What follows belongs to an exercise in optimizing a design on an open flow for small area, a short achievable clock period and few clock cycles per item; a production flow would make more cautious choices.
Function was checked by simulation only, so behaviour that the tests miss may differ from the original.
Power is estimated from default activity; no workload was simulated.

### design/flow/design.v
module tcp_rx (
    input  wire        clk,
    input  wire        rst,
    input  wire        start,
    output wire        ready,
    input  wire        raw,
    input  wire [31:0] src_addr,
    input  wire [31:0] dst_addr,
    input  wire [15:0] len,
    input  wire        in_valid,
    output wire        in_ready,
    input  wire [31:0] in_data,
    output reg         done,
    output reg  [1:0]  result,
    output reg  [15:0] csum,
    output reg  [2:0]  seg_class,
    output reg  [15:0] payload_len,
    output reg  [15:0] sport,
    output reg  [15:0] dport,
    output reg  [31:0] seq_num,
    output reg  [31:0] ack_num,
    output reg  [3:0]  doff,
    output reg  [5:0]  flags,
    output reg  [15:0] window,
    output reg  [15:0] cksum_field,
    output reg  [15:0] urg_ptr
);
    localparam [1:0] RES_OK        = 2'd0;
    localparam [1:0] RES_MALFORMED = 2'd1;
    localparam [1:0] RES_CHECKSUM  = 2'd2;
    localparam [2:0] C_NONE   = 3'd0;
    localparam [2:0] C_DATA   = 3'd1;
    localparam [2:0] C_SYN    = 3'd2;
    localparam [2:0] C_SYNACK = 3'd3;
    localparam [2:0] C_ACK    = 3'd4;
    localparam [2:0] C_FIN    = 3'd5;
    localparam [2:0] C_FINACK = 3'd6;
    function [31:0] csa;
        input [15:0] a;
        input [15:0] b;
        input [15:0] c;
        reg   [15:0] s, k;
        begin
            s   = a ^ b ^ c;
            k   = (a & b) | (a & c) | (b & c);
            csa = {k[14:0], k[15], s};
        end
    endfunction
    reg         ready_q;      
    reg         in_ready_q;   
    reg         pend_q;       
    reg         raw_q;
    reg  [1:0]  low_q;        
    reg         short_q;      
    reg         hok_q;        
    reg         clr_q;        
    reg  [13:0] rem_q;        
    reg         rz_q;         
    reg  [4:0]  hc_q;         
    reg  [15:0] sx_q, sy_q;   
    assign ready    = ready_q;
    assign in_ready = in_ready_q;
    wire beat   = in_valid & in_ready_q;
    wire last   = rz_q | ((rem_q == 14'd1) & (low_q == 2'd0));
    wire busy0  = ~ready_q & ~in_ready_q;          
    wire clr    = clr_q;                           
    wire [3:0] lane_ok;
    assign lane_ok[3] = 1'b1;
    assign lane_ok[2] = ~rz_q | (low_q != 2'd1);
    assign lane_ok[1] = ~rz_q | (low_q == 2'd3);
    assign lane_ok[0] = ~rz_q;
    wire [3:0]  lane = lane_ok & {4{in_ready_q}};
    wire [31:0] dm   = in_data & {{8{lane[3]}}, {8{lane[2]}}, {8{lane[1]}}, {8{lane[0]}}};
    wire [15:0] op_z = raw_q          ? 16'd0 :
                       busy0          ? 16'd6 :
                       (hc_q == 5'd0) ? {rem_q, low_q} :
                       (hc_q == 5'd1) ? 16'd6 : 16'd0;
    wire [31:0] l1 = csa(clr ? 16'd0 : sx_q, clr ? 16'd0 : sy_q, op_z);
    wire [15:0] op_a = ready_q ? src_addr[31:16] : l1[15:0];
    wire [15:0] op_b = ready_q ? src_addr[15:0]  : l1[31:16];
    wire [15:0] op_c = ready_q ? dst_addr[31:16] : dm[31:16];
    wire [15:0] op_d = ready_q ? dst_addr[15:0]  : dm[15:0];
    wire [31:0] l2 = csa(op_a, op_b, op_c);
    wire [31:0] l3 = csa(l2[15:0], l2[31:16], op_d);
    wire [16:0] fs0    = {1'b0, sx_q} + {1'b0, sy_q};
    wire [15:0] fs1    = sx_q + sy_q + 16'd1;
    wire [15:0] fold   = fs0[16] ? fs1 : fs0[15:0];
    wire        sum_ok = ((sx_q ^ sy_q) == 16'hFFFF) | ((sx_q & sy_q) == 16'hFFFF);
    wire [4:0]  hc_inc    = hc_q + 5'd1;
    wire        hc_ge4    = (hc_q[4:2] != 3'd0);    
    wire        pl_take   = beat & hc_ge4 & (hc_q == {1'b0, doff});
    wire        pl_clear  = beat & (hc_q == 5'd0);
    wire        hdr_fit   = beat & hc_ge4 & (hc_inc == {1'b0, doff}) & ~rz_q;
    wire        malformed = short_q | (doff < 4'd5) | ~hok_q;
    wire [5:0]  k         = flags & 6'h17;
    reg  [2:0]  cls;
    always @(*) begin
        if (payload_len != 16'd0)
            cls = ((flags & 6'h07) == 6'h00) ? C_DATA : C_NONE;
        else begin
            case (k)
                6'h02:   cls = C_SYN;
                6'h12:   cls = C_SYNACK;
                6'h10:   cls = C_ACK;
                6'h01:   cls = C_FIN;
                6'h11:   cls = C_FINACK;
                default: cls = C_NONE;
            endcase
        end
    end
    always @(posedge clk) begin
        csum        <= ~fold;
        seg_class   <= cls;
        if (raw_q)
            result <= RES_OK;
        else if (malformed)
            result <= RES_MALFORMED;
        else if (!sum_ok)
            result <= RES_CHECKSUM;
        else
            result <= RES_OK;
    end
    always @(posedge clk) begin
        if (in_valid || !in_ready_q)
            {sy_q, sx_q} <= l3;
    end
    always @(posedge clk) begin
        if (beat) begin
            case (hc_q)
                5'd0: begin
                    sport <= in_data[31:16];
                    dport <= in_data[15:0];
                end
                5'd1: seq_num <= in_data;
                5'd2: ack_num <= in_data;
                5'd3: begin
                    doff   <= in_data[31:28];
                    flags  <= in_data[21:16];
                    window <= in_data[15:0];
                end
                5'd4: begin
                    cksum_field <= in_data[31:16];
                    urg_ptr     <= in_data[15:0];
                end
                default: ;
            endcase
        end
    end
    always @(posedge clk) begin
        if (ready_q && start) begin
            raw_q <= raw;
            low_q   <= len[1:0];
            short_q <= (len[15:2] < 14'd5);
        end
        if (pl_clear)
            payload_len <= 16'd0;
        else if (pl_take)
            payload_len <= {rem_q, low_q};
        if (pl_clear)
            hok_q <= 1'b0;
        else if (hdr_fit)
            hok_q <= 1'b1;
        if (ready_q)
            clr_q <= raw;
        else if (beat)
            clr_q <= 1'b0;
        if (ready_q)
            hc_q <= 5'd0;
        else if (beat && hc_q != 5'd16)
            hc_q <= hc_inc;
        if (ready_q) begin
            rem_q <= len[15:2];
            rz_q  <= (len[15:2] == 14'd0);
        end else if (beat) begin
            rem_q <= rem_q - 14'd1;
            rz_q  <= (rem_q == 14'd1);
        end
    end
    always @(posedge clk) begin
        if (rst) begin
            ready_q    <= 1'b1;
            in_ready_q <= 1'b0;
            pend_q     <= 1'b0;
            done       <= 1'b0;
        end else begin
            done <= ready_q & pend_q;
            if (ready_q) begin
                if (start) begin
                    ready_q    <= 1'b0;
                    in_ready_q <= (len != 16'd0);
                    pend_q     <= 1'b0;
                end else begin
                    pend_q     <= 1'b0;
                end
            end else if (busy0) begin
                ready_q <= 1'b1;
                pend_q  <= 1'b1;
            end else if (beat && last) begin
                in_ready_q <= 1'b0;
                ready_q    <= 1'b1;
                pend_q     <= 1'b1;
            end
        end
    end
endmodule
### design/flow/flow/run.sh
#!/bin/bash
# Layout flow: the standard ORFS flow (standard.sh) with these changes:
# - ports buffered by the smallest plain buffer (buf_1) instead of the
#   delay-cell buffer buffer_ports picks by default;
# - timing repair aimed at a setup margin below the clock period, so the
#   resizer works on the paths that set the achieved period;
# - clock tree synthesis without dummy loads.
# The make output goes to standard.log; each ORFS step writes its own log
# under orfs/logs/.
set -euo pipefail
bash standard.sh \
  "BUFFER_PORTS_ARGS=-buffer_cell sky130_fd_sc_hd__buf_1" \
  "SETUP_SLACK_MARGIN=7.7" \
  "CTS_ARGS=-sink_clustering_enable -repair_clock_nets -dont_use_dummy_load -sink_clustering_size 25 -sink_clustering_max_diameter 150" \
  finish > standard.log 2>&1
### design/flow/standard.sh
#!/bin/bash
# synth_recipe.tcl (not shown) runs the flow's synth.tcl, then flattens the netlist and writes it again
# the make line also repeats each setting of config.mk as NAME=value (left out here)
make -C /OpenROAD-flow-scripts/flow DESIGN_CONFIG=/design/flow/config.mk WORK_HOME=/design/flow/orfs CLKGATE_MAP_FILE= SYNTH_SCRIPT=/design/flow/synth_recipe.tcl "${@:-finish}"
### design/flow/config.mk
export PLATFORM = sky130hd
export DESIGN_NAME = tcp_rx
export DESIGN_NICKNAME = tcp_rx
export VERILOG_FILES = /design/flow/design.v
export SDC_FILE = /design/flow/constraint.sdc
export NUM_CORES = 4
export LEC_CHECK = 0
export CAP_MARGIN = 20
export CORE_MARGIN = 2
export CORE_UTILIZATION = 40
export PLACE_DENSITY = 0.75
export SLEW_MARGIN = 20
### design/flow/constraint.sdc
create_clock -name core_clock -period 11.0 [get_ports {clk}]
set_input_delay 2.2000 -clock core_clock [delete_from_list [all_inputs] [get_ports {clk}]]
set_output_delay 2.2000 -clock core_clock [all_outputs]
set_load 0.01 [all_outputs]
==> summary.txt, run 1 <==
# TYPE chip_impl_metric gauge
chip_impl_info{name="result_of_the_run",value="complete, no violations"} 1
chip_impl_metric{name="placeable_core_region",unit="sq mm"} 0.02855
chip_impl_metric{name="max_clock_freq",unit="MHz"} 288.1
chip_impl_metric{name="timing.final.ws_setup",unit="ns"} 7.529
chip_impl_metric{name="power.sequential.fraction",unit="%"} 45.2
chip_impl_metric{name="fin_hold_ws",unit="ns"} 0.4462
chip_impl_metric{name="areaGrowthSynthToFinish",unit="%"} 24.33
chip_impl_metric{name="finalSetupViolCount",unit=""} 0
chip_impl_metric{name="cp_max_fo",unit=""} 11
chip_impl_metric{name="maxCapViolCount",unit=""} 0
chip_impl_metric{name="start_util",unit="%"} 40.50
chip_impl_info{name="setup_repair_after_global_routing_missed_its_margin",value="yes"} 1
chip_impl_info{name="grt_busiest_layer",value="met2"} 1
chip_impl_metric{name="place_area",unit="sq mm"} 0.01352
chip_impl_metric{name="r2r_setup_slk",unit="ns"} 7.59
chip_impl_metric{name="die-area",unit="sq mm"} 0.03028
chip_impl_metric{name="intPower",unit="mW"} 1.787
chip_impl_metric{name="wl",unit="microns"} 33960
chip_impl_metric{name="fraction_of_power_spent_switching_nets",unit="%"} 34.41
chip_impl_metric{name="via_count",unit=""} 8262
chip_impl_metric{name="synth_enable_flop_cells",unit=""} 206
chip_impl_metric{name="grt_use_met1",unit="%"} 28.63
chip_impl_metric{name="synthesis.instances",unit=""} 855
chip_impl_metric{name="yosys.area.top_type_share",unit="%"} 53.51
chip_impl_metric{name="cts.sinks",unit=""} 253
chip_impl_metric{name="placement_rows",unit=""} 62
chip_impl_metric{name="fraction_of_final_layout_cells_with_drive_strength_greater_than_1",unit="%"} 15.75
chip_impl_metric{name="async_flop_share",unit="%"} 0
chip_impl_metric{name="postLayoutCellArea",unit="sq mm"} 0.01437
chip_impl_metric{name="finClkSkew",unit="ns"} 0.06889
chip_impl_info{name="timing.critical_path.slowest_stage_cell",value="sky130_fd_sc_hd__dfxtp_4"} 1
chip_impl_metric{name="power",unit="mW"} 2.724
chip_impl_metric{name="grt_pass1_vias",unit=""} 8205
chip_impl_metric{name="max-vdd-ir-drop",unit="mV"} 0.1091
chip_impl_metric{name="clock_path_buffers",unit=""} 3
chip_impl_metric{name="power_frac_comb",unit="%"} 35.7
chip_impl_metric{name="fin_crit",unit="ns"} 3.471
chip_impl_info{name="synth.largest_area_cell",value="sky130_fd_sc_hd__edfxtp_1"} 1
chip_impl_info{name="post_synth_most_frequent_cells",value="sky130_fd_sc_hd__edfxtp_1 (206), sky130_fd_sc_hd__nand2_1 (59), sky130_fd_sc_hd__fa_1 (50), sky130_fd_sc_hd__inv_1 (50), sky130_fd_sc_hd__nor2_1 (49)"} 1
chip_impl_info{name="timing.setup.critical_path_class",value="flop to output pin"} 1
chip_impl_metric{name="place.gp.congestion",unit=""} 0.8802
chip_impl_metric{name="power.density",unit="mW/mm^2"} 189.5
chip_impl_metric{name="cts-htree-levels",unit=""} 1
chip_impl_metric{name="synth_nets",unit=""} 1045
chip_impl_info{name="critPathCaptureType",value="output pin"} 1
chip_impl_metric{name="p_switching",unit="mW"} 0.9375
chip_impl_metric{name="route.detailed.wl_per_inst",unit="microns"} 21.61
chip_impl_metric{name="min_period_over_period",unit="%"} 31.56
chip_impl_info{name="cp_top_family",value="flip-flops"} 1
chip_impl_metric{name="die_height",unit="microns"} 174.0
chip_impl_info{name="cts_tree",value="yes"} 1
chip_impl_metric{name="numCtsBuffers",unit=""} 14
chip_impl_metric{name="cp_slowest_stage_delay",unit="ns"} 0.42
chip_impl_metric{name="final_number_of_max_transition_violations",unit=""} 0
chip_impl_metric{name="grt.met2_usage",unit="%"} 37.62
chip_impl_info{name="path_cells",value="buf_16 > clkbuf_2"} 1
chip_impl_metric{name="grt_use_total",unit="%"} 21.86
chip_impl_metric{name="post_synth_design_cell_area",unit="sq mm"} 0.01156
chip_impl_info{name="worst_hold_path_type",value="flop to flop"} 1
chip_impl_metric{name="slew_headroom",unit="%"} 39.79
chip_impl_metric{name="synthesis.yosys.warnings",unit=""} 1
chip_impl_metric{name="crit_required",unit="ns"} 8.80
chip_impl_metric{name="timing_hold_violations_final",unit=""} 0
chip_impl_metric{name="die_width",unit="microns"} 174.0
chip_impl_metric{name="grt_start_max_net_pins",unit=""} 47
chip_impl_metric{name="io_pins",unit=""} 311
chip_impl_metric{name="io_buffers",unit=""} 310
chip_impl_metric{name="worst_skew_pair.late_latency",unit="ns"} 0.51
chip_impl_metric{name="dp_worst_setup_slack",unit="ns"} 6.728
chip_impl_metric{name="globalRouteMet3Util",unit="%"} 4.878
chip_impl_metric{name="clk_pin_slew",unit="ns"} 0.10
chip_impl_metric{name="worst_ep_arrival_time",unit="ns"} 1.27
chip_impl_metric{name="final_nets",unit=""} 1379
chip_impl_metric{name="critical_path_buf_inv_count",unit=""} 2
chip_impl_metric{name="leakage_component_of_the_power",unit="nW"} 5.200
chip_impl_metric{name="timing_worst_slew_pin_value",unit="ns"} 0.9032
chip_impl_metric{name="postSynthRegisterBits",unit=""} 253
chip_impl_info{name="cts-root-buf",value="sky130_fd_sc_hd__clkbuf_16"} 1
chip_impl_metric{name="post-dp-hpwl",unit="microns"} 24180
chip_impl_info{name="synth-main-ff-cell",value="sky130_fd_sc_hd__edfxtp_1"} 1
chip_impl_metric{name="ys_types",unit=""} 56
chip_impl_metric{name="detail_route.vias_per_cell",unit=""} 5.259
chip_impl_metric{name="grt_overflow_total",unit=""} 0
chip_impl_metric{name="synth-seq-area-share",unit="%"} 61.65
chip_impl_metric{name="first_pass_grt_wire_length",unit="microns"} 49890
chip_impl_info{name="startpoint_type",value="flop"} 1
chip_impl_metric{name="synth.avg_cell_area",unit="sq um"} 13.52
chip_impl_metric{name="remaining_drc_errors",unit=""} 0
chip_impl_metric{name="detailedRoute.firstIterationViolations",unit=""} 660
chip_impl_metric{name="initial_antenna_violation_count",unit=""} 1
chip_impl_metric{name="setup_tns",unit="ns"} 0
chip_impl_metric{name="ant_nets",unit=""} 0
chip_impl_info{name="synth.most_common_cell",value="sky130_fd_sc_hd__edfxtp_1"} 1
chip_impl_metric{name="dr_pass1_iterations",unit=""} 7
chip_impl_metric{name="clkPwrFrac",unit="%"} 19.1
chip_impl_metric{name="num_antenna_cells",unit=""} 0
chip_impl_metric{name="fillCellCount",unit=""} 2510
chip_impl_info{name="synth.top_cells.by_area",value="sky130_fd_sc_hd__edfxtp_1 (54%), sky130_fd_sc_hd__fa_1 (8.7%), sky130_fd_sc_hd__dfxtp_1 (8.1%)"} 1
registers in the layout, indices dropped and copies added, names as in the netlist, 5 cells and up:
signal	count
ack_num	32
seq_num	32
cksum_field	16
csum	16
dport	16
payload_len	16
sport	16
sx_q	16
sy_q	16
urg_ptr	16
window	16
rem_q	14
flags	6
hc_q	5
cells in the final DEF (no fill, tap or decap), types with 12 or more instances in the layout:
| cell type | count |
|---|---|
| sky130_fd_sc_hd__buf_1 | 292 |
| sky130_fd_sc_hd__edfxtp_1 | 206 |
| sky130_fd_sc_hd__nand2_1 | 58 |
| sky130_fd_sc_hd__nor2_1 | 48 |
| sky130_fd_sc_hd__inv_1 | 40 |
| sky130_fd_sc_hd__dfxtp_1 | 40 |
| sky130_fd_sc_hd__fa_1 | 34 |
| sky130_fd_sc_hd__nor2b_1 | 33 |
| sky130_fd_sc_hd__o21ai_0 | 30 |
| sky130_fd_sc_hd__a21oi_1 | 29 |
| sky130_fd_sc_hd__buf_4 | 27 |
| sky130_fd_sc_hd__xnor2_1 | 23 |
| sky130_fd_sc_hd__ha_1 | 22 |
| sky130_fd_sc_hd__mux2i_1 | 20 |
| sky130_fd_sc_hd__a22oi_2 | 16 |
| sky130_fd_sc_hd__mux2i_2 | 16 |
| sky130_fd_sc_hd__fa_2 | 16 |
| sky130_fd_sc_hd__clkbuf_16 | 14 |
| sky130_fd_sc_hd__mux2i_4 | 12 |
| sky130_fd_sc_hd__nand4_1 | 12 |
power groups by stage:
stage / registers (mW) / clock network [mW] / logic [mW]
finish: 1.23 / 0.521 / 0.971
global route: 1.24 / 0.556 / 1.08
CTS: 1.23 / 0.530 / 0.961
detailed placement: 1.26 / 0 / 0.936
global placement: 1.25 / 0 / 0.919
floorplan: 1.24 / 0 / 0.657
worst paths after layout:
check | to | startpoint | cells after the start
max | ready | ready_q | 2
min | done | pend_q | 2
max reg2reg | sx_q[12] | hc_q[1] | 13
min reg2reg | done | pend_q | 2
cell type report:
| cell class | instances | area (sq um) | share of cell area, % |
|---|---|---|---|
| multi-input cells | 524 | 4662 | 32.43 |
| repair buffers | 345 | 1538 | 10.70 |
| well taps | 384 | 480.5 | 3.343 |
| clock buffers | 14 | 350.3 | 2.437 |
| flip-flops and latches | 253 | 7146 | 49.71 |
| inverters | 51 | 197.7 | 1.375 |
routing by layer:
metal  routed length, microns  vias up
li1                         -     3744
met1                    13680     4085
met2                    16800      395
met3                     2842       38
met4                      630        0
met5                        0        -
per-stage QoR:
step           std cells  utilization, %
2_1_floorplan        855               -
3_3_place_gp        1525           47.35
3_5_place_dp        1525           47.35
4_1_cts             1564           49.95
5_1_grt             1571           50.35
6_report            1571           50.35
cells by family (layout without fill, tap and decap cells):
logic type      count (synthesis)  count (layout)  share of synthesized area (%)
flops                         253             253                          61.64
simple gates                  232             236                          10.30
compound gates                133             133                          7.381
buf+inv                        82             410                          2.771
fa+ha+maj                      73              73                          11.15
mux                            49              49                          4.253
xor+xnor                       33              33                          2.500
worst min-delay path: cells and delay by family (launching register included):
| kind | cells | cell delay (ns) |
|---|---|---|
| and+or+nand+nor | 2 | 0.09 |
| DFF | 1 | 0.32 |
what timing repair did:
item / 4_1_cts / 5_1_grt
hold buffers: 0 / 0
endpoints found under the setup margin: 211 / 167
pin swaps: 21 / 21
setup buffers: 18 / 7
resized for setup: 52 / 28
cloned: 7 / 0
Testbench counts, summed over its fixed seeds: cycles 93,989, items 1,280.
==> run 2, diff against run 1 <==
--- a/design/flow/config.mk
+++ b/design/flow/config.mk
@@ -7,6 +7,6 @@
 export LEC_CHECK = 0
 export CAP_MARGIN = 20
 export CORE_MARGIN = 2
-export CORE_UTILIZATION = 40
-export PLACE_DENSITY = 0.75
+export CORE_UTILIZATION = 55
+export PLACE_DENSITY = 0.7
 export SLEW_MARGIN = 20
==> summary.txt, run 2 <==
# TYPE chip_impl_metric gauge
chip_impl_info{name="result_of_the_run",value="complete, no violations"} 1
chip_impl_metric{name="final_cell_count_no_fill",unit=""} 1461
chip_impl_metric{name="timing_worst_slew_pin_value",unit="ns"} 1.032
chip_impl_metric{name="first_pass_grt_wire_length",unit="microns"} 46260
chip_impl_metric{name="grt_start_max_net_pins",unit=""} 50
chip_impl_metric{name="min_delay_path_depth",unit=""} 2
chip_impl_info{name="timing.critical_path.slowest_stage_cell",value="sky130_fd_sc_hd__fa_1"} 1
chip_impl_metric{name="areaGrowthSynthToFinish",unit="%"} 23.11
chip_impl_metric{name="slew_headroom",unit="%"} 31.09
chip_impl_metric{name="worst_skew_pair.late_latency",unit="ns"} 0.50
chip_impl_metric{name="placeable_core_region",unit="sq mm"} 0.02082
chip_impl_metric{name="crit_required",unit="ns"} 11.23
chip_impl_info{name="final_common_cell",value="sky130_fd_sc_hd__buf_1"} 1
chip_impl_metric{name="maxCapViolCount",unit=""} 0
chip_impl_metric{name="io_pins",unit=""} 311
chip_impl_info{name="timing.setup.critical_path_class",value="flop to flop"} 1
chip_impl_metric{name="placed_cells_incl_taps",unit=""} 1416
chip_impl_info{name="post_synth_most_frequent_cells",value="sky130_fd_sc_hd__edfxtp_1 (206), sky130_fd_sc_hd__nand2_1 (59), sky130_fd_sc_hd__fa_1 (50), sky130_fd_sc_hd__inv_1 (50), sky130_fd_sc_hd__nor2_1 (49)"} 1
chip_impl_metric{name="max-vdd-ir-drop",unit="mV"} 0.1369
chip_impl_metric{name="synthesis.yosys.warnings",unit=""} 1
chip_impl_metric{name="die-area",unit="sq mm"} 0.02220
chip_impl_info{name="synth.top_cells.by_area",value="sky130_fd_sc_hd__edfxtp_1 (54%), sky130_fd_sc_hd__fa_1 (8.7%), sky130_fd_sc_hd__dfxtp_1 (8.1%)"} 1
chip_impl_metric{name="yosys.area.top_type_share",unit="%"} 53.51
chip_impl_info{name="final_cell_mix",value="sky130_fd_sc_hd__buf_1 (300), sky130_fd_sc_hd__edfxtp_1 (206), sky130_fd_sc_hd__nand2_1 (58)"} 1
chip_impl_metric{name="place.gp.congestion",unit=""} 0.9255
chip_impl_metric{name="detailedRoute.firstIterationViolations",unit=""} 553
chip_impl_info{name="synth.most_common_cell",value="sky130_fd_sc_hd__edfxtp_1"} 1
chip_impl_metric{name="synthesis.instances",unit=""} 855
chip_impl_metric{name="die_width",unit="microns"} 149.0
chip_impl_metric{name="io_buffers",unit=""} 310
chip_impl_metric{name="cp_max_fo",unit=""} 3
chip_impl_metric{name="grt_use_total",unit="%"} 27.78
chip_impl_metric{name="synth_nets",unit=""} 1045
chip_impl_metric{name="cts-htree-levels",unit=""} 1
chip_impl_info{name="cts-root-buf",value="sky130_fd_sc_hd__clkbuf_16"} 1
chip_impl_metric{name="final_number_of_max_transition_violations",unit=""} 0
chip_impl_info{name="startpoint_type",value="flop"} 1
chip_impl_info{name="synth.largest_area_cell",value="sky130_fd_sc_hd__edfxtp_1"} 1
chip_impl_metric{name="post-dp-hpwl",unit="microns"} 21960
chip_impl_metric{name="die_height",unit="microns"} 149.0
chip_impl_metric{name="worst_ep_arrival_time",unit="ns"} 3.64
chip_impl_metric{name="cp_slowest_stage_delay",unit="ns"} 0.48
chip_impl_metric{name="remaining_drc_errors",unit=""} 0
chip_impl_metric{name="max_clock_freq",unit="MHz"} 293.3
chip_impl_metric{name="fraction_of_final_layout_cells_with_drive_strength_greater_than_1",unit="%"} 15.01
chip_impl_metric{name="timing.final.ws_setup",unit="ns"} 7.591
chip_impl_info{name="largest_registers",value="ack_num (32), seq_num (32)"} 1
chip_impl_info{name="setup_repair_after_global_routing_missed_its_margin",value="yes"} 1
chip_impl_metric{name="via_count",unit=""} 8191
chip_impl_info{name="synth-main-ff-cell",value="sky130_fd_sc_hd__edfxtp_1"} 1
chip_impl_metric{name="route.detailed.wl_per_inst",unit="microns"} 21.35
chip_impl_metric{name="num_antenna_cells",unit=""} 0
chip_impl_metric{name="postSynthRegisterBits",unit=""} 253
chip_impl_info{name="cp_common_cell",value="sky130_fd_sc_hd__fa_1"} 1
chip_impl_metric{name="final_nets",unit=""} 1378
chip_impl_metric{name="start_util",unit="%"} 55.52
chip_impl_metric{name="grt_pass1_vias",unit=""} 7980
chip_impl_metric{name="clock_path_buffers",unit=""} 3
chip_impl_metric{name="cts.sinks",unit=""} 253
chip_impl_metric{name="fin_crit",unit="ns"} 3.409
chip_impl_info{name="cts_tree",value="yes"} 1
chip_impl_metric{name="synth-seq-area-share",unit="%"} 61.65
chip_impl_info{name="path_cells",value="inv_4 > ha_4 > nand2b_4 > or3_4 > nor4_4 > fa_1 > mux2i_2 > fa_1 > inv_2 > fa_2"} 1
chip_impl_metric{name="detail_route.vias_per_cell",unit=""} 5.606
chip_impl_metric{name="async_flop_share",unit="%"} 0
chip_impl_metric{name="initial_antenna_violation_count",unit=""} 0
chip_impl_metric{name="ant_nets",unit=""} 0
chip_impl_metric{name="clk_pin_slew",unit="ns"} 0.10
chip_impl_metric{name="cts_hold_buffers",unit=""} 0
chip_impl_metric{name="ys_types",unit=""} 56
chip_impl_metric{name="timing_hold_violations_final",unit=""} 0
chip_impl_info{name="worst_hold_path_type",value="flop to flop"} 1
chip_impl_metric{name="post_synth_design_cell_area",unit="sq mm"} 0.01156
chip_impl_metric{name="dr_pass1_iterations",unit=""} 4
chip_impl_metric{name="synth.avg_cell_area",unit="sq um"} 13.52
chip_impl_metric{name="power",unit="mW"} 2.692
chip_impl_metric{name="dp_worst_setup_slack",unit="ns"} 6.826
chip_impl_metric{name="r2r.worst_path.cells",unit=""} 10
chip_impl_metric{name="finClkSkew",unit="ns"} 0.06247
chip_impl_info{name="critPathCaptureType",value="flop"} 1
chip_impl_metric{name="wl",unit="microns"} 31190
chip_impl_metric{name="setup_tns",unit="ns"} 0
chip_impl_metric{name="synth_enable_flop_cells",unit=""} 206
chip_impl_metric{name="numCtsBuffers",unit=""} 14
chip_impl_metric{name="grt_overflow_total",unit=""} 0
chip_impl_metric{name="leakage_component_of_the_power",unit="nW"} 5.168
chip_impl_metric{name="finalSetupViolCount",unit=""} 0
chip_impl_metric{name="placement_rows",unit=""} 53
chip_impl_metric{name="min_period_over_period",unit="%"} 30.99
chip_impl_metric{name="power.density",unit="mW/mm^2"} 189.1
-- run 2: cell counts after synthesis --
No cell type changed its count.
-- run 2: layer usage --
metal  wire length (microns)  part of all wire [%]  GRT usage [%]  vias up
met5                       0                     0              0        -
met4                     699                   2.2          6.476        0
met3                    2556                   8.2          5.810       43
met2                   15460                    50          47.70      354
met1                   12480                    40          36.73     4050
li1                        -                     -              -     3744
-- run 2: path summary, 6_finish.rpt --
kind | startpoint | end | slack (ns)
min reg2reg | pend_q | done | 0.44
max reg2reg | hc_q[1] | sx_q[3] | 7.59
max | hc_q[1] | sx_q[3] | 7.59
min | pend_q | done | 0.44
-- run 2: timing repair --
item                                    in CTS  in global routing
gates cloned                                 6                  0
setup buffers                               15                 10
resized for setup                           53                 20
endpoints found under the setup margin     143                 76
pin swaps                                   29                 17
endpoints found under the hold margin        0                  0
-- run 2: logic make-up (layout without fill, tap and decap cells) --
family                   count (synthesis)  count (layout)  synth area share [%]
multiplexers                            49              49                 4.253
AO/OA/AOI/OAI                          133             133                 7.381
XOR/XNOR                                33              33                 2.500
flip-flops                             253             253                 61.64
buffers and inverters                   82             410                 2.771
adder cells (fa/ha/maj)                 73              73                 11.15
AND/OR/NAND/NOR                        232             235                 10.30
-- run 2: report_power, final --
part           switching (mW)  internal [mW]  total [mW]
clock                   0.284          0.229       0.513
sequential             0.0642           1.16        1.23
combinational           0.559          0.391       0.951
total                   0.908           1.78        2.69
-- run 2: per-stage QoR --
stage               cell area, sq um  util, %  hold slack (ns)
floorplan                      11950        -           0.4102
global placement               13380    64.26           0.4223
detailed placement             13380    64.26           0.4307
CTS                            14100    67.70           0.4460
global route                   14230    68.35           0.4744
finish                         14230    68.35           0.4422
-- run 2: final cells by class --
cell class / count / area (sq um)
flip-flops and latches: 253 / 7143
fillers: 1617 / 6590
multi-input cells: 523 / 4661
repair buffers: 345 / 1530
clock buffers: 14 / 350.3
well taps: 275 / 344.1
inverters: 51 / 203.9
-- run 2: critical path: cells and delay by family, from the launching register on --
| kind | cells | cell delay (ns) |
|---|---|---|
| muxes | 1 | 0.20 |
| DFF | 1 | 0.36 |
| and+or+nand+nor | 3 | 0.90 |
| adders and majority gates | 4 | 1.52 |
| buffers and inverters | 2 | 0.15 |
==> run 3, diff against run 2 <==
--- a/design/flow/flow/run.sh
+++ b/design/flow/flow/run.sh
@@ -10,6 +10,6 @@
 set -euo pipefail
 bash standard.sh \
   "BUFFER_PORTS_ARGS=-buffer_cell sky130_fd_sc_hd__buf_1" \
-  "SETUP_SLACK_MARGIN=7.7" \
+  "SETUP_SLACK_MARGIN=7.75" \
   "CTS_ARGS=-sink_clustering_enable -repair_clock_nets -dont_use_dummy_load -sink_clustering_size 25 -sink_clustering_max_diameter 150" \
   finish > standard.log 2>&1
--- a/design/flow/config.mk
+++ b/design/flow/config.mk
@@ -7,6 +7,6 @@
 export LEC_CHECK = 0
 export CAP_MARGIN = 20
 export CORE_MARGIN = 2
-export CORE_UTILIZATION = 55
-export PLACE_DENSITY = 0.7
+export CORE_UTILIZATION = 40
+export PLACE_DENSITY = 0.6
 export SLEW_MARGIN = 20
==> summary.txt, run 3 <==
# TYPE chip_impl_metric gauge
chip_impl_metric{name="dr_pass1_iterations",unit=""} 5
chip_impl_metric{name="ant_nets",unit=""} 0
chip_impl_info{name="post_synth_most_frequent_cells",value="sky130_fd_sc_hd__edfxtp_1 (206), sky130_fd_sc_hd__nand2_1 (59), sky130_fd_sc_hd__fa_1 (50), sky130_fd_sc_hd__inv_1 (50), sky130_fd_sc_hd__nor2_1 (49)"} 1
chip_impl_metric{name="areaGrowthSynthToFinish",unit="%"} 24.29
chip_impl_metric{name="synth.avg_cell_area",unit="sq um"} 13.52
chip_impl_metric{name="initial_antenna_violation_count",unit=""} 1
chip_impl_metric{name="via_count",unit=""} 7952
chip_impl_metric{name="placeable_core_region",unit="sq mm"} 0.02855
chip_impl_metric{name="clock_path_buffers",unit=""} 3
chip_impl_metric{name="power.density",unit="mW/mm^2"} 188.2
chip_impl_metric{name="synthesis.instances",unit=""} 855
chip_impl_metric{name="grt_overflow_total",unit=""} 0
chip_impl_metric{name="wl",unit="microns"} 32310
chip_impl_info{name="path_cells",value="inv_4 > ha_4 > nand2b_4 > or3_4 > nor3_4 > buf_4 > and2_1 > fa_1 > mux2i_1 > fa_1 > inv_1 > fa_2"} 1
chip_impl_metric{name="setup_tns",unit="ns"} 0
chip_impl_metric{name="placement_rows",unit=""} 62
chip_impl_metric{name="finalSetupViolCount",unit=""} 0
chip_impl_metric{name="synth-seq-area-share",unit="%"} 61.65
chip_impl_metric{name="cp_max_fo",unit=""} 6
chip_impl_info{name="result_of_the_run",value="complete, no violations"} 1
chip_impl_metric{name="multiInputGateArea",unit="sq mm"} 0.004627
chip_impl_info{name="final_common_cell",value="sky130_fd_sc_hd__buf_1"} 1
chip_impl_metric{name="timing_hold_violations_final",unit=""} 0
chip_impl_metric{name="fin_crit",unit="ns"} 3.377
chip_impl_metric{name="die-area",unit="sq mm"} 0.03028
chip_impl_metric{name="die_width",unit="microns"} 174.0
chip_impl_metric{name="final_number_of_max_transition_violations",unit=""} 0
chip_impl_metric{name="min_period_over_period",unit="%"} 30.70
chip_impl_info{name="critPathCaptureType",value="flop"} 1
chip_impl_metric{name="p_switching",unit="mW"} 0.9244
chip_impl_metric{name="ys_types",unit=""} 56
chip_impl_metric{name="postSynthRegisterBits",unit=""} 253
chip_impl_metric{name="leakage_component_of_the_power",unit="nW"} 5.332
chip_impl_metric{name="synth_enable_flop_cells",unit=""} 206
chip_impl_info{name="cts_tree",value="yes"} 1
chip_impl_metric{name="power.sequential.fraction",unit="%"} 45.3
chip_impl_metric{name="place.gp.congestion",unit=""} 0.8699
chip_impl_info{name="timing.setup.critical_path_class",value="flop to flop"} 1
chip_impl_metric{name="grt_pass1_vias",unit=""} 8009
chip_impl_info{name="cts-root-buf",value="sky130_fd_sc_hd__clkbuf_16"} 1
chip_impl_metric{name="synthesis.yosys.warnings",unit=""} 1
chip_impl_metric{name="final_nets",unit=""} 1377
chip_impl_metric{name="crit_required",unit="ns"} 11.26
chip_impl_info{name="timing.critical_path.slowest_stage_cell",value="sky130_fd_sc_hd__fa_1"} 1
chip_impl_info{name="cp_common_cell",value="sky130_fd_sc_hd__fa_1"} 1
chip_impl_info{name="r2r-start",value="hc_q[0]"} 1
chip_impl_info{name="worstHoldEndpoint",value="done"} 1
chip_impl_metric{name="r2r.worst_path.cells",unit=""} 12
chip_impl_metric{name="worst_skew_pair.late_latency",unit="ns"} 0.50
chip_impl_metric{name="die_height",unit="microns"} 174.0
chip_impl_info{name="setup_repair_after_global_routing_missed_its_margin",value="yes"} 1
chip_impl_info{name="synth-main-ff-cell",value="sky130_fd_sc_hd__edfxtp_1"} 1
chip_impl_metric{name="fraction_of_power_spent_switching_nets",unit="%"} 34.18
chip_impl_metric{name="fraction_of_final_layout_cells_with_drive_strength_greater_than_1",unit="%"} 20.68
chip_impl_metric{name="cts.sinks",unit=""} 253
chip_impl_metric{name="fillCellCount",unit=""} 2629
chip_impl_info{name="worst_hold_path_type",value="flop to flop"} 1
chip_impl_metric{name="remaining_drc_errors",unit=""} 0
chip_impl_info{name="cp_top_family",value="adder cells"} 1
chip_impl_info{name="worst_r2r_endpoint",value="sx_q[13]"} 1
chip_impl_metric{name="min_delay_path_depth",unit=""} 2
chip_impl_metric{name="max_clock_freq",unit="MHz"} 296.1
chip_impl_metric{name="clkPwrFrac",unit="%"} 19.3
chip_impl_metric{name="final-seq-area",unit="sq mm"} 0.007164
chip_impl_metric{name="maxCapViolCount",unit=""} 0
chip_impl_metric{name="slew_headroom",unit="%"} 42.46
chip_impl_metric{name="first_pass_grt_wire_length",unit="microns"} 48020
chip_impl_metric{name="cts-htree-levels",unit=""} 1
chip_impl_metric{name="timing_worst_slew_pin_value",unit="ns"} 0.8631
chip_impl_metric{name="intPower",unit="mW"} 1.780
chip_impl_metric{name="numCtsBuffers",unit=""} 14
chip_impl_metric{name="detail_route.vias_per_cell",unit=""} 5.065
chip_impl_info{name="min-delay-start",value="pend_q"} 1
chip_impl_metric{name="synth_nets",unit=""} 1045
chip_impl_metric{name="worst_ep_arrival_time",unit="ns"} 3.63
chip_impl_metric{name="finClkSkew",unit="ns"} 0.06179
chip_impl_metric{name="critical_path_buf_inv_count",unit=""} 3
chip_impl_metric{name="clk_pin_slew",unit="ns"} 0.10
chip_impl_info{name="synth.largest_area_cell",value="sky130_fd_sc_hd__edfxtp_1"} 1
chip_impl_metric{name="grt_use_total",unit="%"} 21.00
chip_impl_metric{name="async_flop_share",unit="%"} 0
chip_impl_metric{name="route.detailed.wl_per_inst",unit="microns"} 20.58
chip_impl_metric{name="io_buffers",unit=""} 310
chip_impl_metric{name="yosys.area.top_type_share",unit="%"} 53.51
chip_impl_metric{name="post_synth_design_cell_area",unit="sq mm"} 0.01156
chip_impl_info{name="synth.most_common_cell",value="sky130_fd_sc_hd__edfxtp_1"} 1
chip_impl_metric{name="power_frac_comb",unit="%"} 35.4
chip_impl_metric{name="detailedRoute.firstIterationViolations",unit=""} 404
chip_impl_info{name="startpoint_type",value="flop"} 1
chip_impl_metric{name="r2r_setup_slk",unit="ns"} 7.62
chip_impl_info{name="synth.top_cells.by_area",value="sky130_fd_sc_hd__edfxtp_1 (54%), sky130_fd_sc_hd__fa_1 (8.7%), sky130_fd_sc_hd__dfxtp_1 (8.1%)"} 1
chip_impl_metric{name="post-dp-hpwl",unit="microns"} 23550
chip_impl_metric{name="start_util",unit="%"} 40.50
chip_impl_metric{name="io_pins",unit=""} 311
chip_impl_metric{name="final_util",unit="%"} 50.33
chip_impl_info{name="largest_registers",value="ack_num (32), seq_num (32)"} 1
chip_impl_metric{name="max-vdd-ir-drop",unit="mV"} 0.1004
chip_impl_metric{name="cp_slowest_stage_delay",unit="ns"} 0.45
chip_impl_info{name="final_cell_mix",value="sky130_fd_sc_hd__buf_1 (238), sky130_fd_sc_hd__edfxtp_1 (206), sky130_fd_sc_hd__nand2_1 (58)"} 1
chip_impl_metric{name="grt_start_max_net_pins",unit=""} 64
[run 3: what timing repair did]
action                                  in CTS  in global routing
gates resized for setup                     80                 61
pin swaps                                   20                 11
hold buffers                                 0                  0
cloned                                       4                  0
buffers inserted                            20                  5
endpoints found under the setup margin     194                 81
[run 3: metrics by stage]
step	setup slack, ns	cells	power [mW]	area [sq um]	hold WS (ns)
after global routing	7.515	1570	2.871	14370	0.4700
after CTS	7.625	1563	2.730	14230	0.4491
after detailed placement	6.861	1525	2.197	13520	0.4360
after global placement	6.894	1525	2.182	13520	0.4248
final	7.623	1570	2.704	14370	0.4436
after floorplan	7.207	855	1.898	11950	0.4102
[run 3: worst max-delay path by stage]
| stage | depth (start not counted) | to | slack [ns] | from |
|---|---|---|---|---|
| 2_1_floorplan | 2 | cksum_field[0] | 7.21 | in_valid |
| 4_1_cts | 13 | sx_q[15] | 7.62 | hc_q[1] |
| 5_1_grt | 13 | sx_q[15] | 7.52 | hc_q[0] |
| 6_report | 12 | sx_q[13] | 7.62 | hc_q[0] |
| 3_5_place_dp | 6 | payload_len[12] | 6.86 | in_valid |
| 3_3_place_gp | 6 | payload_len[3] | 6.89 | in_valid |
[run 3: worst reg2reg max path: stages (launching register included)]
cell and delay, ns:
sky130_fd_sc_hd__dfxtp_4 0.37, sky130_fd_sc_hd__inv_4 0.06, sky130_fd_sc_hd__ha_4 0.14, sky130_fd_sc_hd__nand2b_4 0.05, sky130_fd_sc_hd__or3_4 0.34, sky130_fd_sc_hd__nor3_4 0.21
sky130_fd_sc_hd__buf_4 0.18, sky130_fd_sc_hd__and2_1 0.16, sky130_fd_sc_hd__fa_1 0.45, sky130_fd_sc_hd__mux2i_1 0.21, sky130_fd_sc_hd__fa_1 0.44, sky130_fd_sc_hd__inv_1 0.08
sky130_fd_sc_hd__fa_2 0.43
[run 3: kinds of logic after synthesis]
group | synth area share, %
buffers and inverters | 2.771
and+or+nand+nor | 10.30
muxes | 4.253
adders and majority gates | 11.15
xor gates and xnor gates | 2.500
DFF | 61.64
AOI/OAI and AO/OA | 7.381
[run 3: final cells by class]
| class | instances | share of cell area [%] |
|---|---|---|
| antenna | 1 | 0.01742 |
| multi-input combinational | 523 | 32.20 |
| clock buffer | 14 | 2.438 |
| timing repair buffer | 344 | 10.75 |
| sequential | 253 | 49.86 |
| inverter | 51 | 1.393 |
| tap | 384 | 3.344 |
[run 3: metal layers]
metal	up-vias	part of all wire, %	track usage, %	wire length (microns)
met1	3904	42	27.74	13690
met2	274	48	35.33	15630
met3	41	6.7	4.549	2166
li1	3733	-	-	-
met4	0	2.6	5.392	824
met5	-	0	0	0
[run 3: power by group through the flow]
stage	Clock, mW	Sequential (mW)	Combinational [mW]
after floorplan	0	1.24	0.657
after global placement	0	1.25	0.928
after detailed placement	0	1.25	0.945
after CTS	0.538	1.23	0.961
after global routing	0.564	1.24	1.07
final	0.521	1.23	0.957
==> run 4, diff against run 3 <==
--- a/design/flow/flow/run.sh
+++ b/design/flow/flow/run.sh
@@ -10,6 +10,6 @@
 set -euo pipefail
 bash standard.sh \
   "BUFFER_PORTS_ARGS=-buffer_cell sky130_fd_sc_hd__buf_1" \
-  "SETUP_SLACK_MARGIN=7.75" \
+  "SETUP_SLACK_MARGIN=7.65" \
   "CTS_ARGS=-sink_clustering_enable -repair_clock_nets -dont_use_dummy_load -sink_clustering_size 25 -sink_clustering_max_diameter 150" \
   finish > standard.log 2>&1
==> summary.txt, run 4 <==
# TYPE chip_impl_metric gauge
chip_impl_info{name="result_of_the_run",value="complete, no violations"} 1
chip_impl_metric{name="yosys.area.top_type_share",unit="%"} 53.51
chip_impl_info{name="largest_registers",value="ack_num (32), seq_num (32)"} 1
chip_impl_info{name="final_cell_mix",value="sky130_fd_sc_hd__buf_1 (305), sky130_fd_sc_hd__edfxtp_1 (206), sky130_fd_sc_hd__nand2_1 (58)"} 1
chip_impl_metric{name="p_switching",unit="mW"} 0.9240
chip_impl_metric{name="power.sequential.fraction",unit="%"} 45.5
chip_impl_metric{name="place.gp.congestion",unit=""} 0.8783
chip_impl_metric{name="start_util",unit="%"} 40.50
chip_impl_metric{name="max_clock_freq",unit="MHz"} 296.3
chip_impl_metric{name="grt_overflow_total",unit=""} 0
chip_impl_metric{name="initial_antenna_violation_count",unit=""} 4
chip_impl_metric{name="power.density",unit="mW/mm^2"} 189.9
chip_impl_metric{name="multiInputGateArea",unit="sq mm"} 0.004631
chip_impl_metric{name="fillCellCount",unit=""} 2630
chip_impl_metric{name="io_buffers",unit=""} 310
chip_impl_metric{name="cts.sinks",unit=""} 253
chip_impl_info{name="startpoint_type",value="flop"} 1
chip_impl_metric{name="fin_crit",unit="ns"} 3.375
chip_impl_info{name="setup_repair_after_global_routing_missed_its_margin",value="yes"} 1
chip_impl_metric{name="leakage_component_of_the_power",unit="nW"} 5.075
chip_impl_metric{name="route.detailed.wl_per_inst",unit="microns"} 20.26
chip_impl_metric{name="worst_ep_arrival_time",unit="ns"} 3.61
chip_impl_metric{name="clock_path_buffers",unit=""} 3
chip_impl_info{name="cts-root-buf",value="sky130_fd_sc_hd__clkbuf_16"} 1
chip_impl_metric{name="synth_enable_flop_cells",unit=""} 206
chip_impl_metric{name="post-dp-hpwl",unit="microns"} 23450
chip_impl_metric{name="grt_use_total",unit="%"} 20.29
chip_impl_metric{name="final_cell_count_no_fill",unit=""} 1565
chip_impl_metric{name="intPower",unit="mW"} 1.780
chip_impl_metric{name="die-area",unit="sq mm"} 0.03028
chip_impl_metric{name="ant_nets",unit=""} 0
chip_impl_metric{name="power",unit="mW"} 2.704
chip_impl_metric{name="grt_pass1_vias",unit=""} 7768
chip_impl_info{name="synth.most_common_cell",value="sky130_fd_sc_hd__edfxtp_1"} 1
chip_impl_metric{name="synthesis.yosys.warnings",unit=""} 1
chip_impl_metric{name="fraction_of_final_layout_cells_with_drive_strength_greater_than_1",unit="%"} 14.25
chip_impl_metric{name="worst_skew_pair.late_latency",unit="ns"} 0.49
chip_impl_metric{name="wl",unit="microns"} 31710
chip_impl_metric{name="remaining_drc_errors",unit=""} 0
chip_impl_metric{name="fraction_of_power_spent_switching_nets",unit="%"} 34.18
chip_impl_metric{name="crit_required",unit="ns"} 11.24
chip_impl_metric{name="final_util",unit="%"} 49.87
chip_impl_metric{name="grt_start_max_net_pins",unit=""} 67
chip_impl_metric{name="timing_hold_violations_final",unit=""} 0
chip_impl_metric{name="via_count",unit=""} 7862
chip_impl_metric{name="die_height",unit="microns"} 174.0
chip_impl_metric{name="areaGrowthSynthToFinish",unit="%"} 23.14
chip_impl_metric{name="dr_pass1_iterations",unit=""} 4
chip_impl_metric{name="numCtsBuffers",unit=""} 14
chip_impl_metric{name="synth.avg_cell_area",unit="sq um"} 13.52
chip_impl_info{name="synth.top_cells.by_area",value="sky130_fd_sc_hd__edfxtp_1 (54%), sky130_fd_sc_hd__fa_1 (8.7%), sky130_fd_sc_hd__dfxtp_1 (8.1%)"} 1
chip_impl_info{name="worst_hold_path_type",value="flop to flop"} 1
chip_impl_metric{name="max-vdd-ir-drop",unit="mV"} 0.1282
chip_impl_metric{name="final_nets",unit=""} 1371
chip_impl_metric{name="cp_max_fo",unit=""} 7
chip_impl_metric{name="finClkSkew",unit="ns"} 0.07002
chip_impl_metric{name="async_flop_share",unit="%"} 0
chip_impl_metric{name="placed_cells_incl_taps",unit=""} 1525
chip_impl_metric{name="slew_headroom",unit="%"} 41.01
chip_impl_metric{name="clkPwrFrac",unit="%"} 19.2
chip_impl_info{name="final_common_cell",value="sky130_fd_sc_hd__buf_1"} 1
chip_impl_metric{name="ys_types",unit=""} 56
chip_impl_metric{name="detailedRoute.firstIterationViolations",unit=""} 452
chip_impl_metric{name="maxCapViolCount",unit=""} 0
chip_impl_metric{name="finalSetupViolCount",unit=""} 0
chip_impl_metric{name="synth-seq-area-share",unit="%"} 61.65
chip_impl_info{name="critPathCaptureType",value="flop"} 1
chip_impl_info{name="synth.largest_area_cell",value="sky130_fd_sc_hd__edfxtp_1"} 1
chip_impl_metric{name="io_pins",unit=""} 311
chip_impl_metric{name="power_frac_comb",unit="%"} 35.3
chip_impl_metric{name="timing_worst_slew_pin_value",unit="ns"} 0.8848
chip_impl_metric{name="first_pass_grt_wire_length",unit="microns"} 46690
chip_impl_metric{name="placeable_core_region",unit="sq mm"} 0.02855
chip_impl_metric{name="synthesis.instances",unit=""} 855
chip_impl_metric{name="min_period_over_period",unit="%"} 30.68
chip_impl_metric{name="placement_rows",unit=""} 62
chip_impl_metric{name="r2r_setup_slk",unit="ns"} 7.63
chip_impl_info{name="cts_tree",value="yes"} 1
chip_impl_metric{name="setup_tns",unit="ns"} 0
chip_impl_info{name="synth-main-ff-cell",value="sky130_fd_sc_hd__edfxtp_1"} 1
chip_impl_metric{name="post_synth_design_cell_area",unit="sq mm"} 0.01156
chip_impl_info{name="timing.setup.critical_path_class",value="flop to flop"} 1
chip_impl_info{name="post_synth_most_frequent_cells",value="sky130_fd_sc_hd__edfxtp_1 (206), sky130_fd_sc_hd__nand2_1 (59), sky130_fd_sc_hd__fa_1 (50), sky130_fd_sc_hd__inv_1 (50), sky130_fd_sc_hd__nor2_1 (49)"} 1
chip_impl_metric{name="die_width",unit="microns"} 174.0
chip_impl_metric{name="cts-htree-levels",unit=""} 1
chip_impl_metric{name="synth_nets",unit=""} 1045
chip_impl_metric{name="postSynthRegisterBits",unit=""} 253
chip_impl_metric{name="detail_route.vias_per_cell",unit=""} 5.024
chip_impl_metric{name="final_number_of_max_transition_violations",unit=""} 0
chip_impl_metric{name="final-seq-area",unit="sq mm"} 0.007144
chip_impl_metric{name="clk_pin_slew",unit="ns"} 0.11
[run 4: metal layers]
layer	up-vias	global-route usage, %	part of all wire (%)
li1	3720	-	-
met1	3815	27.26	43
met2	300	34.63	48
met3	27	3.806	6.7
met4	0	3.992	1.8
met5	-	0	0
[run 4: stage by stage]
step | worst slack, ns | hold slack (ns) | area [sq um]
final | 7.625 | 0.4493 | 14240
after global routing | 7.500 | 0.4797 | 14230
after detailed placement | 6.785 | 0.4309 | 13520
after floorplan | 7.207 | 0.4102 | 11950
after CTS | 7.536 | 0.4458 | 14060
after global placement | 6.847 | 0.4258 | 13520
[run 4: worst paths after layout]
path | from | cells past startpoint | endpoint
max reg2reg | hc_q[0] | 12 | sx_q[13]
min reg2reg | pend_q | 2 | done
min | pend_q | 2 | done
max | hc_q[0] | 12 | sx_q[13]
[run 4: repair_timing]
| action | 4_1_cts | 5_1_grt |
|---|---|---|
| gates resized for setup | 37 | 26 |
| hold buffers | 0 | 0 |
| buffers inserted | 10 | 11 |
| pin swaps | 12 | 28 |
| endpoints found under the setup margin | 101 | 135 |
| gates cloned | 1 | 1 |
[run 4: layout make-up]
class                           count  share of cell area, %
Tap cell                          384                  3.375
Multi-Input combinational cell    521                  32.53
Antenna cell                        2                0.03516
Inverter                           51                  1.433
Clock buffer                       14                  2.461
Timing Repair Buffer              340                  9.984
Sequential cell                   253                  50.18
[run 4: kinds of logic after synthesis]
logic type	count (synthesis)	synth area share, %
DFF	253	61.64
and+or+nand+nor	232	10.30
AOI/OAI and AO/OA	133	7.381
buffers and inverters	82	2.771
adders and majority gates	73	11.15
muxes	49	4.253
xor gates and xnor gates	33	2.500
[run 4: power groups by stage]
stage               Sequential (mW)  Clock, mW  Combinational [mW]
floorplan                      1.24          0               0.657
global placement               1.26          0               0.927
detailed placement             1.26          0               0.938
CTS                            1.23      0.531               0.950
global route                   1.24      0.563                1.06
finish                         1.23      0.518               0.955
[run 4: critical path, cell delays in order, from the launching register on]
cell and delay, ns:
sky130_fd_sc_hd__dfxtp_4 0.37, sky130_fd_sc_hd__inv_4 0.06, sky130_fd_sc_hd__ha_4 0.14, sky130_fd_sc_hd__nand2b_4 0.05, sky130_fd_sc_hd__or3_4 0.36, sky130_fd_sc_hd__nor3_4 0.23
sky130_fd_sc_hd__buf_6 0.16, sky130_fd_sc_hd__and2_4 0.14, sky130_fd_sc_hd__fa_1 0.47, sky130_fd_sc_hd__mux2i_2 0.20, sky130_fd_sc_hd__fa_1 0.44, sky130_fd_sc_hd__inv_1 0.08
sky130_fd_sc_hd__fa_2 0.42
==> run 5, diff against run 4 <==
--- a/design/flow/flow/run.sh
+++ b/design/flow/flow/run.sh
@@ -10,6 +10,7 @@
 set -euo pipefail
 bash standard.sh \
   "BUFFER_PORTS_ARGS=-buffer_cell sky130_fd_sc_hd__buf_1" \
-  "SETUP_SLACK_MARGIN=7.65" \
+  "SETUP_SLACK_MARGIN=7.7" \
+  "SETUP_MOVE_SEQUENCE=unbuffer,sizeup,swap" \
   "CTS_ARGS=-sink_clustering_enable -repair_clock_nets -dont_use_dummy_load -sink_clustering_size 25 -sink_clustering_max_diameter 150" \
   finish > standard.log 2>&1
==> summary.txt, run 5 <==
# TYPE chip_impl_metric gauge
chip_impl_metric{name="grt_overflow_total",unit=""} 0
chip_impl_metric{name="num_antenna_cells",unit=""} 0
chip_impl_metric{name="power.density",unit="mW/mm^2"} 192.1
chip_impl_metric{name="synth_compound_area_share",unit="%"} 7.381
chip_impl_info{name="cts-root-buf",value="sky130_fd_sc_hd__clkbuf_16"} 1
chip_impl_metric{name="post-dp-hpwl",unit="microns"} 23450
chip_impl_metric{name="grt_use_total",unit="%"} 20.24
chip_impl_metric{name="ant_nets",unit=""} 0
chip_impl_metric{name="die-area",unit="sq mm"} 0.03028
chip_impl_metric{name="io_buffers",unit=""} 310
chip_impl_metric{name="final_cell_count_no_fill",unit=""} 1540
chip_impl_metric{name="timing.final.ws_setup",unit="ns"} 7.639
chip_impl_metric{name="dp_worst_setup_slack",unit="ns"} 6.785
chip_impl_metric{name="synth_nets",unit=""} 1045
chip_impl_metric{name="detailedRoute.firstIterationViolations",unit=""} 445
chip_impl_metric{name="clock_path_buffers",unit=""} 3
chip_impl_info{name="final_common_cell",value="sky130_fd_sc_hd__buf_1"} 1
chip_impl_metric{name="async_flop_share",unit="%"} 0
chip_impl_metric{name="cts_post_setup_buffers_inserted",unit=""} 0
chip_impl_metric{name="slew_headroom",unit="%"} 39.84
chip_impl_metric{name="dr_pass1_iterations",unit=""} 4
chip_impl_metric{name="fin_crit",unit="ns"} 3.361
chip_impl_metric{name="synth_enable_flop_cells",unit=""} 206
chip_impl_metric{name="place.gp.congestion",unit=""} 0.8783
chip_impl_info{name="timing.critical_path.slowest_stage_cell",value="sky130_fd_sc_hd__edfxtp_1"} 1
chip_impl_metric{name="start_util",unit="%"} 40.50
chip_impl_metric{name="synth-xor-area-share",unit="%"} 2.500
chip_impl_metric{name="yosys.area.top_type_share",unit="%"} 53.51
chip_impl_info{name="path_cells",value="buf_1"} 1
chip_impl_info{name="synth.largest_area_cell",value="sky130_fd_sc_hd__edfxtp_1"} 1
chip_impl_metric{name="max_clock_freq",unit="MHz"} 297.5
chip_impl_metric{name="placeable_core_region",unit="sq mm"} 0.02855
chip_impl_metric{name="remaining_drc_errors",unit=""} 0
chip_impl_metric{name="post_synth_mux_area_share",unit="%"} 4.253
chip_impl_metric{name="synth.avg_cell_area",unit="sq um"} 13.52
chip_impl_info{name="largest_registers",value="ack_num (32), seq_num (32)"} 1
chip_impl_info{name="cts_tree",value="yes"} 1
chip_impl_metric{name="synthAdderAreaFrac",unit="%"} 11.15
chip_impl_metric{name="postLayoutCellArea",unit="sq mm"} 0.01405
chip_impl_metric{name="synthesis.yosys.warnings",unit=""} 1
chip_impl_metric{name="initial_antenna_violation_count",unit=""} 1
chip_impl_metric{name="via_count",unit=""} 7732
chip_impl_metric{name="finClkSkew",unit="ns"} 0.06338
chip_impl_metric{name="final_number_of_max_transition_violations",unit=""} 0
chip_impl_metric{name="fraction_of_final_layout_cells_with_drive_strength_greater_than_1",unit="%"} 12.80
chip_impl_metric{name="io_pins",unit=""} 311
chip_impl_metric{name="max-vdd-ir-drop",unit="mV"} 0.1293
chip_impl_info{name="synth.top_cells.by_area",value="sky130_fd_sc_hd__edfxtp_1 (54%), sky130_fd_sc_hd__fa_1 (8.7%), sky130_fd_sc_hd__dfxtp_1 (8.1%)"} 1
chip_impl_metric{name="placement_rows",unit=""} 62
chip_impl_metric{name="fillCellCount",unit=""} 2649
chip_impl_metric{name="detail_route.vias_per_cell",unit=""} 5.021
chip_impl_metric{name="timing_worst_slew_pin_value",unit="ns"} 0.9024
chip_impl_metric{name="final_nets",unit=""} 1348
chip_impl_metric{name="placed_cells_incl_taps",unit=""} 1525
chip_impl_metric{name="cp_slowest_stage_delay",unit="ns"} 0.51
chip_impl_info{name="worst_hold_path_type",value="flop to flop"} 1
chip_impl_metric{name="finalSetupViolCount",unit=""} 0
chip_impl_metric{name="min_period_over_period",unit="%"} 30.56
chip_impl_info{name="timing.setup.critical_path_class",value="flop to output pin"} 1
chip_impl_metric{name="worst_ep_arrival_time",unit="ns"} 1.16
chip_impl_metric{name="maxCapViolCount",unit=""} 0
chip_impl_metric{name="numCtsBuffers",unit=""} 14
chip_impl_metric{name="grt_start_max_net_pins",unit=""} 67
chip_impl_metric{name="fin_hold_ws",unit="ns"} 0.4487
chip_impl_metric{name="crit_required",unit="ns"} 8.80
chip_impl_metric{name="place_area",unit="sq mm"} 0.01352
chip_impl_metric{name="postSynthRegisterBits",unit=""} 253
chip_impl_info{name="setup_repair_after_global_routing_missed_its_margin",value="yes"} 1
chip_impl_metric{name="worst_skew_pair.late_latency",unit="ns"} 0.48
chip_impl_metric{name="die_height",unit="microns"} 174.0
chip_impl_info{name="cp_top_family",value="flip-flops"} 1
chip_impl_metric{name="timing_hold_violations_final",unit=""} 0
chip_impl_info{name="startpoint_type",value="flop"} 1
chip_impl_info{name="result_of_the_run",value="complete, no violations"} 1
chip_impl_metric{name="critical_path_buf_inv_count",unit=""} 1
chip_impl_metric{name="cts.sinks",unit=""} 253
chip_impl_metric{name="route.detailed.wl_per_inst",unit="microns"} 20.19
chip_impl_metric{name="areaGrowthSynthToFinish",unit="%"} 21.54
chip_impl_metric{name="wl",unit="microns"} 31090
chip_impl_info{name="critPathCaptureType",value="output pin"} 1
chip_impl_metric{name="post_synthesis_share_of_cell_area_spent_on_and_or_nand_and_nor_gates",unit="%"} 10.30
chip_impl_info{name="post_synth_most_frequent_cells",value="sky130_fd_sc_hd__edfxtp_1 (206), sky130_fd_sc_hd__nand2_1 (59), sky130_fd_sc_hd__fa_1 (50), sky130_fd_sc_hd__inv_1 (50), sky130_fd_sc_hd__nor2_1 (49)"} 1
chip_impl_metric{name="cp_max_fo",unit=""} 6
chip_impl_metric{name="die_width",unit="microns"} 174.0
chip_impl_metric{name="setup_tns",unit="ns"} 0
chip_impl_metric{name="post_synth_design_cell_area",unit="sq mm"} 0.01156
chip_impl_metric{name="power",unit="mW"} 2.699
chip_impl_info{name="synth_top_family_by_area",value="adder cells"} 1
chip_impl_metric{name="ys_types",unit=""} 56
chip_impl_metric{name="synthesis.instances",unit=""} 855
chip_impl_metric{name="final_util",unit="%"} 49.22
chip_impl_metric{name="clk_pin_slew",unit="ns"} 0.10
chip_impl_info{name="synth.most_common_cell",value="sky130_fd_sc_hd__edfxtp_1"} 1
chip_impl_info{name="final_cell_mix",value="sky130_fd_sc_hd__buf_1 (302), sky130_fd_sc_hd__edfxtp_1 (206), sky130_fd_sc_hd__nand2_1 (58)"} 1
chip_impl_info{name="synth-main-ff-cell",value="sky130_fd_sc_hd__edfxtp_1"} 1
chip_impl_metric{name="first_pass_grt_wire_length",unit="microns"} 46620
chip_impl_metric{name="leakage_component_of_the_power",unit="nW"} 4.973
chip_impl_metric{name="cts_hold_buffers",unit=""} 0
chip_impl_metric{name="cts-htree-levels",unit=""} 1
chip_impl_metric{name="synth-seq-area-share",unit="%"} 61.65
chip_impl_metric{name="grt_pass1_vias",unit=""} 7757
## run 5: cell counts after synthesis
No cell type changed its count.
## run 5: power by group
part	internal [mW]	total (mW)	switching [mW]	leakage, nW
clock	0.229	0.516	0.287	0.173
combinational	0.386	0.952	0.566	2.48
sequential	1.16	1.23	0.0675	2.33
total	1.78	2.70	0.921	4.97
## run 5: logic make-up (layout without fill, tap and decap cells)
group | count (synthesis) | count (layout)
DFF | 253 | 253
and+or+nand+nor | 232 | 232
AOI/OAI and AO/OA | 133 | 133
buffers and inverters | 82 | 383
adders and majority gates | 73 | 73
muxes | 49 | 49
xor gates and xnor gates | 33 | 33
## run 5: cell type report
cell class	instances	area (sq um)	share of cell area (%)
multi-input combinational	520	4613	32.83
clock buffer	14	350.3	2.493
sequential	253	7147	50.86
tap	384	480.5	3.419
timing repair buffer	318	1262	8.985
inverter	51	197.7	1.407
## run 5: routing by layer
metal	wire length (microns)	vias to the layer above	global-route usage (%)
li1	-	3666	-
met2	15090	306	34.40
met3	2242	26	3.871
met5	0	-	0
met1	13210	3734	27.23
met4	547	0	4.097
## run 5: timing repair
action,CTS,global route
pin swaps,24,13
gates resized for setup,45,18
setup endpoints to repair,163,44
## run 5: worst paths after layout
kind                               from  endpoint  slack (ns)  depth (start not counted)
worst min register to register   pend_q      done        0.45                          2
worst min-delay path             pend_q      done        0.45                          2
worst max register to register  hc_q[1]  sx_q[13]        7.64                         12
worst max-delay path            doff[2]   doff[2]        7.64                          1

port drivers added, routing unchanged:
Ports are ideal in the flow. The routed layouts listed here were re-timed in OpenROAD.
Step 1 sets driving cells, clkbuf_16 on the clock port and buf_2 on the other inputs (assumed; they add their load-dependent delay and slew).
Step 2, shift: input delay + t, output delay - t, t = (earliest + latest rising clock arrival at the registers) / 2. This alone moves slack from input paths to output paths.
a / b / c = ideal / step 1 / step 2; a / b = the first two.
run	t (ns)	setup WS [ns]	clock arrival spread, ns	worst slew at a driven data input, ns	cell pins on the clock port's net
run 1	0.524	7.529 / 7.480 / 7.190	0.069 / 0.069	0.11	1
run 2	0.512	7.591 / 7.591 / 7.200	0.063 / 0.063	0.06	1
run 3	0.524	7.623 / 7.623 / 7.181	0.066 / 0.066	0.08	1
run 4	0.510	7.625 / 7.625 / 7.199	0.086 / 0.086	0.07	1
run 5	0.510	7.639 / 7.586 / 7.190	0.085 / 0.085	0.07	1
After both steps every run listed still meets setup and hold. For run 5, which loses most, drivers alone change the setup slack by -0.053 ns; drivers and shift together by -0.449 ns.
